This is an optimization exercise on Yosys and OpenROAD, whose aim is small area, a short achievable clock period and few clock cycles, not a production implementation.
Only simulation tests tie the RTL to the original design; equivalence was not proved.

// audio_mixer
module audio_mixer (
    input  wire        clk,
    input  wire        rst,
    input  wire        bus_req,
    input  wire        bus_we,
    input  wire [1:0]  bus_size,
    input  wire [23:0] bus_addr,
    input  wire [31:0] bus_wdata,
    output wire        bus_ack,
    output wire [31:0] bus_rdata,
    output wire        sink_valid,
    output wire        sink_last,
    output wire [15:0] sink_left,
    output wire [15:0] sink_right
);
Settings: LEC_CHECK=0, CAP_MARGIN=5, CORE_MARGIN=2, CORE_UTILIZATION=55, CTS_CLUSTER_DIAMETER=90, CTS_CLUSTER_SIZE=24, SLEW_MARGIN=5; clock period 12.0 ns.
standard.sh (not shown) runs the stock make flow with config.mk's settings and CLKGATE_MAP_FILE= SYNTH_SCRIPT=/design/flow/synth_recipe.tcl, a recipe that flattens the netlist after the stock synthesis.
==> flow/flow/run.sh <==
#!/bin/bash
# Layout flow: the standard layout (standard.sh: ORFS with the standard flow's
# config.mk, constraints and synthesis), with two settings changed on the
# make command line:
#  - the port buffers are sky130_fd_sc_hd__buf_4 instead of the cell that
#    buffer_ports picks by default (a slow delay buffer);
set -euo pipefail
bash standard.sh \
  SETUP_SLACK_MARGIN=6.5 \
  "BUFFER_PORTS_ARGS=-buffer_cell sky130_fd_sc_hd__buf_4" \
  finish > flow_make.log 2>&1
The starting point passed the timing, DRC and antenna checks.
Testbench counts at the start, summed over its fixed seeds: cycles 20,385.
==> next run, changes <==
--- a/flow/design.v
+++ b/flow/design.v
@@ -31,27 +31,28 @@
     reg  [7:0] aux_b [0:15];
     reg [15:0] mixe  [0:15];
     reg [15:0] ringe [0:19];
     reg        busy;              
     reg        ack_r;             
     reg        proc_r;            
     reg  [3:0] ix;                
     reg        k_mix, k_push;     
     reg  [4:0] n_r;               
     reg  [4:0] rp;                
     reg        rd2;               
     reg        rd_pcm, rd_syn, rd_mix, rd_aux;
-    reg [31:0] rdata_r;
     reg        rok_r;             
-    reg [15:0] sleft_r, sright_r;
+    reg [31:0] zr;
+    wire [15:0] sleft_r  = zr[15:0];
+    wire [15:0] sright_r = zr[31:16];
     reg        sv_r, sl_r;
     reg        mw_r;              
     reg  [2:0] mp_r;
     reg        rw0_r, rw1_r;      
     reg  [4:0] rq_r;
     reg        clr_r;             
     reg        upd_r;             
     wire cfg_stale = enabled & ~bufs_valid;
     wire active    = enabled & ~paused;
     reg  [4:0] mixlen;
     reg  [3:0] frames;
     reg  [7:0] fps_val;
@@ -231,50 +232,48 @@
     wire [15:0] c0 = clip3(aux0, pcm_w[15:0], syn_w[15:0]);
     wire [15:0] c1 = clip3(aux1, pcm_w[31:16], syn_w[31:16]);
     wire [15:0] l0 = (mixing && v0) ? c0 : mix_w[15:0];
     wire [15:0] l1 = (mixing && v1) ? c1 : mix_w[31:16];
     wire [4:0]  pos  = proc_r ? rp : wbase;
     wire [4:0]  pos2 = (pos >= 5'd18) ? pos - 5'd18 : pos + 5'd2;
     wire [4:0]  nn     = proc_r ? n_r : n;
     wire [3:0]  npairs = pushing ? frames : ((nn + 5'd1) >> 1);
     wire        last   = (ix + 4'd1 >= npairs);
     wire [2:0] p2 = ({1'b0, ap1} + 4'd1 == aux_len) ? 3'd0 : ap1 + 3'd1;
     wire [2:0] p3 = ({1'b0, p2} + 4'd1 == aux_len) ? 3'd0 : p2 + 3'd1;
     assign bus_ack    = ack_r || fast;
-    assign bus_rdata  = rdata_r & {32{rok_r}};
+    assign bus_rdata  = zr & {32{rok_r}};
     assign sink_valid = sv_r;
     assign sink_last  = sl_r;
     assign sink_left  = sleft_r;
     assign sink_right = sright_r;
     wire [15:0] wl = sleft_r & {16{~clr_r}};
     wire [15:0] wr = sright_r & {16{~clr_r}};
     wire [15:0] xe = rq_r[0] ? wr : wl;      
     wire [15:0] xo = rq_r[0] ? wl : wr;      
     integer k;
     always @(posedge clk) begin
         for (k = 0; k < 32; k = k + 1) begin
             if (wr_pcm && covers(k[4:0], a[4:0], bus_size)) pcm_b[k] <= wa[8*(k%4) +: 8];
             if (wr_syn && covers(k[4:0], a[4:0], bus_size)) syn_b[k] <= wa[8*(k%4) +: 8];
         end
         for (k = 0; k < 16; k = k + 1)
             if (wr_aux && covers(k[4:0], {1'b0, a[3:0]}, bus_size)) aux_b[k] <= wa[8*(k%4) +: 8];
         for (k = 0; k < 16; k = k + 1)
             if (clr_r || (mw_r && k / 2 == mp_r))
                 mixe[k] <= (k % 2 == 0) ? wl : wr;
         for (k = 0; k < 20; k = k + 1)
             if (clr_r || (rw0_r && rq_r == k) || (rw1_r && rq_r == (k + 19) % 20))
                 ringe[k] <= (k % 2 == 0) ? xe : xo;
-        sleft_r  <= l0;
-        sright_r <= l1;
-        rdata_r  <= rdata_c;
+        zr <= (busy ? proc_r : bus_we) ? {l1, l0} : rdata_c;
         if (idle_req)
             rok_r <= acc_ok;
         mp_r     <= ix[2:0];
         rq_r     <= pos;
     end
     reg [31:0] dc_all1;
     integer d;
     always @(*) begin
         dc_all1[0] = 1'b1;
         for (d = 1; d < 32; d = d + 1)
             dc_all1[d] = dc_all1[d-1] & drain_count[d-1];
     end
Outcome: The new run passed the timing, DRC and antenna checks; final cell count decreases by 0.94%; setup slack is worse by 0.060 ns; die area came out lower by 1.7%; global-route usage grows by 1.4 points; synthesized cell count is lower by 2.0%.
Testbench counts after the change, summed over its fixed seeds: cycles 20,385.

## port drivers added, routing unchanged
The flow's constraints put no driver on any port. The routed layouts listed below were extracted and timed again, unchanged, in two steps.
Step 1 sets driving cells, clkbuf_16 on the clock port and buf_2 on the other inputs (assumed; they add their load-dependent delay and slew).
Step 2 adds t to the input delays and takes it off the output delays; t is the mean of the earliest and latest rising clock arrival at the registers after step 1. Input paths then give back, and output paths get back, about the clock's delay inside the block.
Slacks: ideal ports / drivers / drivers and shift; pairs: ideal ports / drivers.
run | t (ns) | setup WS [ns] | hold WS [ns] | worst data-port slew with drivers (ns) | cell pins on the clock port's net
the first run | 0.766 | 6.484 / 6.436 / 5.754 | 0.437 / 0.437 / 0.437 | 0.19 | 1
the second run | 0.758 | 6.425 / 6.419 / 5.710 | 0.490 / 0.490 / 0.490 | 0.18 | 1
After both steps every run listed still meets setup and hold. For the first run, which loses most, drivers alone change the setup slack by -0.048 ns; drivers and shift together by -0.730 ns.
